This design comes from an exercise in tuning for small area and a short achievable clock period on the open sky130 flow, not from production work.
RTL that was checked went through simulation tests only; none was proved equivalent to the original.
Power and IR drop assume default switching activity.

Setup of the previous run:
==> flow/design.v <==
module rdm630_core (
    input  wire         clk,
    input  wire         rst,         
    input  wire         rx_valid,
    input  wire [7:0]   rx_data,
    output wire         rx_ready,
    input  wire         eval,
    output wire         res_valid,
    output wire [1:0]   res,
    output wire         fvalid,
    output wire [111:0] frame,
    output wire         xst,
    output wire [39:0]  card,
    output wire [7:0]   csum,
    output wire [7:0]   p6
);
    localparam [7:0] START_B = 8'h02;
    localparam [7:0] END_B   = 8'h03;
    reg [4:0]   cursor;      
    reg         in_frame;
    reg         ok;          
    reg [111:0] sr;          
    reg [111:0] frame_q;     
    reg         fvalid_q;
    wire full = cursor[4];                   
    assign rx_ready = !full && !rst;
    wire fire     = rx_valid && rx_ready;
    wire mark_n;
    rdm630_mark u_mark (
        .d      (rx_data[7:1]),
        .mark_n (mark_n)
    );
    wire is_start = !mark_n && !rx_data[0];
    wire is_end   = !mark_n &&  rx_data[0];
    wire is_hex   = ((rx_data >= 8'h30) && (rx_data <= 8'h39)) ||
                    ((rx_data >= 8'h41) && (rx_data <= 8'h46));
    wire st    = fire && is_start;               
    wire app   = fire && in_frame && !is_start;  
    wire c13 = (cursor == 5'd13);
    wire c14 = (cursor == 5'd14);
    wire c15 = (cursor >= 5'd15);
    wire [4:0] cursor_rx   = st ? 5'd1 : app ? cursor + 5'd1 : cursor;
    wire       in_frame_rx = st ? 1'b1 : (app && is_end) ? 1'b0 : in_frame;
    wire       ok_rx       = st ? 1'b1 :
                             app ? (ok && (c13 ? is_end : is_hex)) : ok;
    wire shift = fire && (in_frame || is_start);
    wire [111:0] sr_next = ({112{shift}}  & {sr[103:0], rx_data}) |
                           ({112{!shift}} & sr);
    wire do_eval = eval && !rst;
    wire apnd  = in_frame && !full;                  
    wire [1:0] r0 = c15 ? 2'd3 : c14 ? (ok ? 2'd1 : 2'd2) : 2'd0;
    wire [1:0] ra = (c14 || c15) ? 2'd3 : c13 ? 2'd2 : 2'd0;   
    wire [1:0] re = (c14 || c15) ? 2'd3 : c13 ? (ok ? 2'd1 : 2'd2) : 2'd0;
    wire [1:0] pn = apnd ? ra : r0;
    wire [1:0] pe = apnd ? re : r0;
    wire [1:0] ps = full ? r0 : 2'd0;
    assign res_valid = do_eval;
    rdm630_res u_res (
        .rx_valid (rx_valid),
        .mark_n   (mark_n),
        .d0       (rx_data[0]),
        .r0       (r0),
        .pn       (pn),
        .pe       (pe),
        .ps       (ps),
        .res      (res)
    );
    wire cap  = do_eval && (cursor_rx == 5'd14);
    wire over = do_eval && (cursor_rx >  5'd14);
    always @(posedge clk) begin
        if (rst) begin
            cursor   <= 5'd0;
            in_frame <= 1'b0;
            fvalid_q <= 1'b0;
            ok       <= 1'b0;
        end else begin
            in_frame <= in_frame_rx;
            if (cap || over) begin
                cursor   <= 5'd0;
                ok       <= 1'b0;
                fvalid_q <= cap && ok_rx;
            end else begin
                cursor   <= cursor_rx;
                ok       <= ok_rx;
            end
        end
    end
    always @(posedge clk) begin
        sr <= sr_next;
        if (cap)
            frame_q <= sr_next;
    end
    assign fvalid = fvalid_q;
    assign xst    = !fvalid_q;
    assign frame  = frame_q;
    rdm630_xtr u_xtr (
        .frame (frame_q),
        .card  (card),
        .csum  (csum),
        .p6    (p6)
    );
endmodule
module rdm630_res (
    input  wire       rx_valid,
    input  wire       mark_n,      
    input  wire       d0,
    input  wire [1:0] r0,
    input  wire [1:0] pn,
    input  wire [1:0] pe,
    input  wire [1:0] ps,
    output wire [1:0] res
);
    wire [1:0] res_mark  = !rx_valid ? r0 : d0 ? pe : ps;
    wire [1:0] res_other = !rx_valid ? r0 : pn;
    assign res = mark_n ? res_other : res_mark;
endmodule
module rdm630_xtr (
    input  wire [111:0] frame,
    output wire [39:0]  card,
    output wire [7:0]   csum,
    output wire [7:0]   p6
);
    function [3:0] hexval;
        input [7:0] c;
        begin
            hexval = {c[3] | c[6],
                      c[2] | (c[6] & c[1] & c[0]),
                      c[1] ^ (c[6] & c[0]),
                      c[0] ^ c[6]};
        end
    endfunction
    wire [7:0] pair [0:5];
    genvar g;
    generate
        for (g = 0; g < 6; g = g + 1) begin : g_pair
            assign pair[g] = {hexval(frame[111-8*(1+2*g) -: 8]),
                              hexval(frame[111-8*(2+2*g) -: 8])};
        end
        for (g = 0; g < 5; g = g + 1) begin : g_card
            assign card[39-8*g -: 8] = pair[g];
        end
    endgenerate
    assign csum = pair[0] ^ pair[1] ^ pair[2] ^ pair[3] ^ pair[4];
    assign p6   = pair[5];
endmodule
module rdm630_mark (
    input  wire [7:1] d,
    output wire       mark_n
);
    assign mark_n = !(d == 7'b0000001);
endmodule
export LEC_CHECK = 0
export CAP_MARGIN = 20
export CORE_MARGIN = 2
export CORE_UTILIZATION = 60
export CTS_BUF_LIST = sky130_fd_sc_hd__clkbuf_16
export CTS_CLUSTER_DIAMETER = 80
export CTS_CLUSTER_SIZE = 30
export PLACE_DENSITY = 0.8
export SETUP_SLACK_MARGIN = 5
export SLEW_MARGIN = 20
export SYNTH_HIERARCHICAL = 1
export SYNTH_MINIMUM_KEEP_SIZE = 0
create_clock -name core_clock -period 10.0 [get_ports {clk}]
standard.sh (not shown) runs the stock make flow with config.mk's settings and CLKGATE_MAP_FILE= SYNTH_SCRIPT=/design/flow/synth_recipe.tcl, a recipe that flattens the netlist after the stock synthesis.
==> flow/flow/run.sh <==
#!/bin/bash
set -euo pipefail
bash standard.sh \
    "SYNTH_SCRIPT=$PWD/flow/my_synth.tcl" \
    "BUFFER_PORTS_ARGS=-buffer_cell sky130_fd_sc_hd__buf_1" \
    SETUP_SLACK_MARGIN=5.15 \
    finish > flow_make.log 2>&1
Other scripts of this flow, unchanged in this note and not shown: flow/flow/hand_cells.v, flow/flow/my_synth.tcl
No stage failed in the previous run, and the final checks on the layout all came back clean.
Setup changes, the previous run to the current run
--- a/flow/design.v
+++ b/flow/design.v
@@ -17,11 +17,11 @@
     localparam [7:0] START_B = 8'h02;
     localparam [7:0] END_B   = 8'h03;
     reg [4:0]   cursor;      
     reg         in_frame;
     reg         ok;          
-    reg [111:0] sr;          
+    reg [7:0]   buf_q [0:13];
     reg [111:0] frame_q;     
     reg         fvalid_q;
     wire full = cursor[4];                   
     assign rx_ready = !full && !rst;
     wire fire     = rx_valid && rx_ready;
@@ -41,13 +41,20 @@
     wire c15 = (cursor >= 5'd15);
     wire [4:0] cursor_rx   = st ? 5'd1 : app ? cursor + 5'd1 : cursor;
     wire       in_frame_rx = st ? 1'b1 : (app && is_end) ? 1'b0 : in_frame;
     wire       ok_rx       = st ? 1'b1 :
                              app ? (ok && (c13 ? is_end : is_hex)) : ok;
-    wire shift = fire && (in_frame || is_start);
-    wire [111:0] sr_next = ({112{shift}}  & {sr[103:0], rx_data}) |
-                           ({112{!shift}} & sr);
+    wire [13:0] we;
+    genvar g;
+    generate
+        for (g = 0; g < 14; g = g + 1) begin : g_we
+            if (g == 0)
+                assign we[g] = st || (app && cursor == 5'd0);
+            else
+                assign we[g] = app && (cursor == g);
+        end
+    endgenerate
     wire do_eval = eval && !rst;
     wire apnd  = in_frame && !full;                  
     wire [1:0] r0 = c15 ? 2'd3 : c14 ? (ok ? 2'd1 : 2'd2) : 2'd0;
     wire [1:0] ra = (c14 || c15) ? 2'd3 : c13 ? 2'd2 : 2'd0;   
     wire [1:0] re = (c14 || c15) ? 2'd3 : c13 ? (ok ? 2'd1 : 2'd2) : 2'd0;
@@ -83,14 +90,23 @@
                 cursor   <= cursor_rx;
                 ok       <= ok_rx;
             end
         end
     end
+    integer i;
     always @(posedge clk) begin
-        sr <= sr_next;
-        if (cap)
-            frame_q <= sr_next;
+        for (i = 0; i < 14; i = i + 1)
+            if (we[i])
+                buf_q[i] <= rx_data;
+    end
+    wire [7:0] byte13 = we[13] ? rx_data : buf_q[13];
+    always @(posedge clk) begin
+        if (cap) begin
+            for (i = 0; i < 13; i = i + 1)
+                frame_q[111-8*i -: 8] <= buf_q[i];
+            frame_q[7:0] <= byte13;
+        end
     end
     assign fvalid = fvalid_q;
     assign xst    = !fvalid_q;
     assign frame  = frame_q;
     rdm630_xtr u_xtr (
Notes after the runs:
rx_data[0] as the start point of the critical path was reported by the previous run, and rx_data[2] by the current run.
Taking the previous run as the reference, in the current run total power increased 2.2%, routed length on met1 went down by about 15%, simple logic cell fraction of the synthesized area fell by 12 points.
Diff the previous run -> the current run | sum of routed wire length over all layers | down by a little under 10%
Delta (the current run minus the previous run): clock period minus worst slack higher, clock latency on the worst-skew pair comparable.
No functional check of the RTL was part of the current run.

[what the ideal ports hide]
The flow's constraints put no driver on any port. The routed layouts listed below were extracted and timed again, unchanged, in two steps. Step 1 (the two cells are an assumption about what drives the block):
set clk [get_ports {clk}]
set_driving_cell -lib_cell sky130_fd_sc_hd__clkbuf_16 $clk
set_driving_cell -lib_cell sky130_fd_sc_hd__buf_2 [delete_from_list [all_inputs] $clk]
Step 2 adds t to the input delays and takes it off the output delays; t is the mean of the earliest and latest rising clock arrival at the registers after step 1. Input paths then give back, and output paths get back, about the clock's delay inside the block. Slacks: ideal ports / drivers / drivers and shift; pairs: ideal ports / drivers.
run | t, ns | slack for setup (ns) | worst setup path after step 2 | clock arrival spread, ns | worst data-port slew with drivers (ns)
the previous run | 0.489 | 5.202 / 5.163 / 5.163 | input to output | 0.009 / 0.010 | 0.04
the current run | 0.489 | 5.132 / 5.095 / 4.951 | input to register | 0.023 / 0.023 | 0.05
After both steps setup and hold are still met in every run listed. The setup slack of the current run, which loses most, moves by -0.037 ns with the drivers and by -0.181 ns with both steps.
